From an optimization exercise on the open Yosys and OpenROAD flow, aimed at small area; shortcuts taken in it are not production practice.
In this exercise RTL edits were held to simulation tests only and were not proved equivalent to the original.
No activity file was given, so power comes from the tool's default toggle rates.

Setup of old:
// idxfp
module idxfp (
    input             clk,
    input             rst,             
    input             reset_capable,   
    input             poll,
    input      [31:0] now,
    output            busy,
    input             rx_avail,
    input       [7:0] rx_data,
    output            rx_pop,
    output            rdr_rst_n,
    output            ev_read,
    output            ev_remove,
    output     [39:0] ev_tag,
    input             cfg_req,
    input             cfg_we,
    input       [1:0] cfg_addr,
    input      [31:0] cfg_wdata,
    output     [31:0] cfg_rdata
);
For scale: roughly 690 cells after synthesis, about 210 flip-flops, roughly 160 I/O pins, about 0.0084 sq mm of cells after synthesis.
clock: 8.0 ns
lec_check: 0
cap_margin: 20
core_margin: 2
core_utilization: 40
slew_margin: 20
run.sh (not shown) runs the stock make flow with config.mk's settings and CLKGATE_MAP_FILE= SYNTH_SCRIPT=/design/flow/synth_recipe.tcl, a recipe that flattens the netlist after the stock synthesis.
Inputs modified between old and new:
==> flow/flow/run.sh (new file) <==
#!/bin/bash
set -e
export BUFFER_PORTS_ARGS="-buffer_cell sky130_fd_sc_hd__buf_1"
export CTS_ARGS="-sink_clustering_enable -repair_clock_nets -dont_use_dummy_load -buf_list sky130_fd_sc_hd__clkbuf_16 -sink_clustering_size 32 -sink_clustering_max_diameter 80"
bash standard.sh > standard.log 2>&1
==> flow/standard.sh (new file) <==
#!/bin/bash
# synth_recipe.tcl (not shown) runs the flow's synth.tcl, then flattens the netlist and writes it again
# the make line also repeats each setting of config.mk as NAME=value (left out here)
make -C /OpenROAD-flow-scripts/flow DESIGN_CONFIG=/design/flow/config.mk WORK_HOME=/design/flow/orfs CLKGATE_MAP_FILE= SYNTH_SCRIPT=/design/flow/synth_recipe.tcl "${@:-finish}"
removed: flow/run.sh
==> comparison <==
new vs. old: count of clock-buffer cells in the layout saw a decrease; delay contributed by the slowest stage of the critical path saw a decrease; length of routed met3 wiring saw a decrease; number of filler instances in the final layout saw an increase. The minimum setup slack in the final design reported for new is greater than that of old by 0.67 ns. Diff new..old | area of the placeable core | unchanged. In the reports for new and old, the smaller static leakage belongs to new. Going from old to new, the fmax was found to have gone up by 36 MHz. Cmp new and old / minimum hold slack / lower: new. The higher area added between synthesis and finish of new and old is in old. Going from old to new, met2 usage shrinks by 1.3 points. Most common cell after layout, fill and taps aside = sky130_fd_sc_hd__buf_1: new; most common cell after layout, fill and taps aside = sky130_fd_sc_hd__clkdlybuf4s50_1: old.

========
## v45
The RTL this note starts from:
==> flow/design.v <==
module idxfp (
    input             clk,
    input             rst,             
    input             reset_capable,   
    input             poll,
    input      [31:0] now,
    output            busy,
    input             rx_avail,
    input       [7:0] rx_data,
    output            rx_pop,
    output            rdr_rst_n,
    output            ev_read,
    output            ev_remove,
    output     [39:0] ev_tag,
    input             cfg_req,
    input             cfg_we,
    input       [1:0] cfg_addr,
    input      [31:0] cfg_wdata,
    output     [31:0] cfg_rdata
);
    localparam [31:0] WAIT_RESET = 32'd1000;
    localparam E_CHK = 0;
    localparam E_FRM = 1;
    localparam E_HEX = 2;
    localparam E_OVF = 3;
    reg         busy_q;      
    reg  [5:0]  cnt;         
    reg         seen;        
    reg  [31:0] now_q;       
    reg         cy;          
    reg  [7:0]  fb [0:5];
    reg  [3:0]  hold;
    reg  [3:0]  ncnt;
    reg         fd_err;
    reg         in_frame;
    reg         await;       
    reg  [32:0] deadline;
    reg  [39:0] last_tag;    
    reg  [31:0] wait_n;      
    reg  [1:0]  ev_en;
    reg  [3:0]  errstat;
    reg  [1:0]  raddr;       
    wire       is_stx  = (rx_data == 8'h02);
    wire       is_etx  = (rx_data == 8'h03);
    wire       is_pad  = (rx_data == 8'h0D) || (rx_data == 8'h0A);
    wire       is_hexd = (rx_data[7:4] == 4'h3) && (rx_data[3:0] <= 4'h9);
    wire       is_hexl = (rx_data[7:4] == 4'h4) && (rx_data[3:0] != 4'h0) &&
                         (rx_data[3:0] <= 4'h6);
    wire       is_hex  = is_hexd || is_hexl;
    wire       is_inv  = !(is_stx || is_etx || is_pad || is_hex);
    wire [3:0] nib     = is_hexd ? rx_data[3:0] : (rx_data[3:0] + 4'd9);
    wire [7:0] fb_xor  = fb[0] ^ fb[1] ^ fb[2] ^ fb[3] ^ fb[4];
    wire       chk_ok  = (fb_xor == fb[5]);
    wire       drain   = busy_q && (cnt[5:4] == 2'b00);
    wire       last    = cnt[5] && cnt[4];             
    wire       psm     = last && cnt[0];               
    wire       serial  = busy_q && (cnt[5] || cnt[4]) && !psm;
    wire       pop     = drain && rx_avail;
    wire       upd     = seen && reset_capable;        
    wire       a_bit   = (now_q[0] ^ cnt[0]) && !last;
    wire       b_bit   = upd ? (!wait_n[0] && !last) : !deadline[0];
    wire       c_in    = (cnt == 6'd16) ? !upd : cy;
    wire       s_bit   = a_bit ^ b_bit ^ c_in;
    wire       c_out   = (a_bit & b_bit) | (a_bit & c_in) | (b_bit & c_in);
    wire       ge      = cy;                           
    assign busy      = busy_q;
    assign rx_pop    = pop;
    assign ev_tag    = last_tag;
    assign ev_read   = psm && seen && ev_en[0] && !(reset_capable && await);
    assign ev_remove = psm && !seen && await && ge && ev_en[1];
    assign rdr_rst_n = !(psm && upd);
    assign cfg_rdata = (raddr == 2'd0) ? ~wait_n :
                       (raddr == 2'd1) ? {30'd0, ev_en} :
                       (raddr == 2'd2) ? {28'd0, errstat} : 32'd0;
    wire       fb_wr   = pop && is_hex && !fd_err && (ncnt != 4'd12) && ncnt[0];
    wire [7:0] fb_d    = rst ? 8'd0 : {hold, nib};
    integer i;
    always @(posedge clk)
        for (i = 0; i < 6; i = i + 1)
            if (rst || (fb_wr && ncnt[3:1] == i))
                fb[i] <= fb_d;
    always @(posedge clk) begin
        raddr <= cfg_addr;
        now_q <= poll ? {now[15:0], now[31:16]} : ~{now_q[0], now_q[31:1]};
        cnt   <= busy_q ? cnt + 6'd1 : 6'd0;
        if (serial) begin
            cy       <= c_out;
            deadline <= {upd ? s_bit : deadline[0], deadline[32:1]};
            if (!last)
                wait_n <= {wait_n[0], wait_n[31:1]};
        end
        if (rst) begin
            busy_q      <= 1'b0;
            fd_err      <= 1'b1;
            in_frame    <= 1'b0;
            await       <= 1'b0;
            wait_n      <= ~WAIT_RESET;
            ev_en       <= 2'd0;
            errstat     <= 4'd0;
        end else if (!busy_q) begin
            if (poll) begin
                seen   <= 1'b0;
                busy_q <= 1'b1;
            end else if (cfg_req && cfg_we) begin
                case (cfg_addr)
                2'd0: wait_n  <= ~cfg_wdata;
                2'd1: ev_en   <= cfg_wdata[1:0];
                2'd2: errstat <= errstat & ~cfg_wdata[3:0];
                default: ;
                endcase
            end
        end else if (pop) begin
            if (is_stx) begin
                if (in_frame)
                    errstat[E_FRM] <= 1'b1;
                ncnt     <= 4'd0;
                fd_err   <= 1'b0;
                in_frame <= 1'b1;
            end else if (is_etx) begin
                if (!fd_err) begin
                    if (chk_ok) begin
                        seen     <= 1'b1;
                        last_tag <= {fb[0], fb[1], fb[2], fb[3], fb[4]};
                    end else if (in_frame) begin
                        errstat[E_CHK] <= 1'b1;
                    end
                end
                in_frame <= 1'b0;
            end else if (is_hex) begin
                if (!fd_err) begin
                    if (ncnt == 4'd12) begin
                        fd_err <= 1'b1;
                        if (in_frame)
                            errstat[E_OVF] <= 1'b1;
                    end else if (!ncnt[0]) begin
                        hold <= nib;
                        ncnt <= ncnt + 4'd1;
                    end else begin
                        ncnt <= ncnt + 4'd1;
                    end
                end
            end else if (is_inv) begin
                if (!fd_err) begin
                    fd_err <= 1'b1;
                    if (in_frame)
                        errstat[E_HEX] <= 1'b1;
                end
            end
        end else if (psm) begin
            busy_q <= 1'b0;
            await  <= seen ? reset_capable : (await && !ge);
        end
    end
endmodule
clock: 8.0 ns
lec_check: 0
cap_margin: 20
core_margin: 2
core_utilization: 40
slew_margin: 20
standard.sh (not shown) runs the stock make flow with config.mk's settings and CLKGATE_MAP_FILE= SYNTH_SCRIPT=/design/flow/synth_recipe.tcl, a recipe that flattens the netlist after the stock synthesis.
==> flow/flow/run.sh <==
#!/bin/bash
set -e
export BUFFER_PORTS_ARGS="-buffer_cell sky130_fd_sc_hd__buf_1"
bash standard.sh > standard.log 2>&1
Inputs modified between v45 and v52:
--- a/flow/flow/run.sh
+++ b/flow/flow/run.sh
@@ -3,0 +4 @@
+export CTS_ARGS="-sink_clustering_enable -repair_clock_nets -dont_use_dummy_load -buf_list sky130_fd_sc_hd__clkbuf_8"
### Flow results
v52: combinational share of power 0.8 points above v45
| fraction of power spent switching nets | higher: v52 |
Diff v45 -> v52: post-layout total power saw a decrease, shortest clock period the worst path allows after layout saw an increase, final non-filler cell area saw a decrease.
Status: number of synthesized flops with an enable pin parity (v45, v52)
Sequential cell area came out exactly the same in v45 and v52.
Compared with v45, v52 shows worst setup slack after layout lower by 0.015 ns.
Input-level comparison between v57 and v52:
==> flow/flow/run.sh <==
#!/bin/bash
set -e
export BUFFER_PORTS_ARGS="-buffer_cell sky130_fd_sc_hd__buf_1"
export CTS_ARGS="-sink_clustering_enable -repair_clock_nets -dont_use_dummy_load -buf_list sky130_fd_sc_hd__clkbuf_8 -sink_clustering_size 16 -sink_clustering_max_diameter 60"
bash standard.sh > standard.log 2>&1
## What came out
Per the comparison of v57 with v52, final cycle utilization of the critical path held steady; proportion of cell area spent on the clock network decreased 2.2 points; worst setup margin saw an increase; number of buffers added for setup after CTS held steady; number of vias after detailed routing shrank by 70.
| maximum frequency | v52 vs v57 | ≈ equal |
Sort v57 and v52 by final critical-path required period, descending, and v52 comes first.
The following lists how v3 was set up differently from v57:
==> flow/flow/run.sh <==
#!/bin/bash
set -e
export BUFFER_PORTS_ARGS="-buffer_cell sky130_fd_sc_hd__buf_1"
export CTS_ARGS="-sink_clustering_enable -repair_clock_nets -dont_use_dummy_load -buf_list sky130_fd_sc_hd__clkbuf_4 -sink_clustering_size 20"
bash standard.sh > standard.log 2>&1
Results
Final cell area excluding filler cells in v3 vs v57: up about 1.2%
Diff v3..v57 | maximum clock frequency | negligible
On final total power, v57 beats v3.
In v3 relative to v57, wire length had gone up by a few percent.
Taking v57 as the reference, in v3 post-route worst setup slack +0.0077 ns, global-route met2 utilization about even, power in combinational cells shows no meaningful change, wire length of the first global-routing pass went up by 2.4%, combinational group share of total power moved down.

separate check: timing with driven ports:
In the flow no input, the clock included, has a driving cell. The finished layouts below were timed again as built, in two steps. Step 1: set_driving_cell puts a clkbuf_16 on clk and a buf_2 on each other input, an assumption about the parent block. Step 2, shift: input delay + t, output delay - t, t = (earliest + latest rising clock arrival at the registers) / 2. This alone moves slack from input paths to output paths. a / b / c = no drivers / after step 1 / after step 2; a / b = the first two.
run | shift t [ns] | setup slack, ns | worst hold slack (ns)
old | 0.537 | 3.326 / 3.273 / 3.081 | 0.404 / 0.404 / 0.404
new | 0.494 | 3.994 / 3.971 / 3.579 | 0.399 / 0.399 / 0.399
v45 | 0.550 | 4.020 / 3.997 / 3.593 | 0.404 / 0.404 / 0.404
v52 | 0.528 | 4.005 / 3.982 / 3.585 | 0.399 / 0.399 / 0.399
v57 | 0.532 | 4.012 / 3.989 / 3.604 | 0.354 / 0.354 / 0.354
v3 | 0.653 | 4.020 / 3.996 / 3.570 | 0.372 / 0.372 / 0.372
After both steps setup and hold are still met in every run listed. The setup slack of v3, which loses most, moves by -0.024 ns with the drivers and by -0.450 ns with both steps.
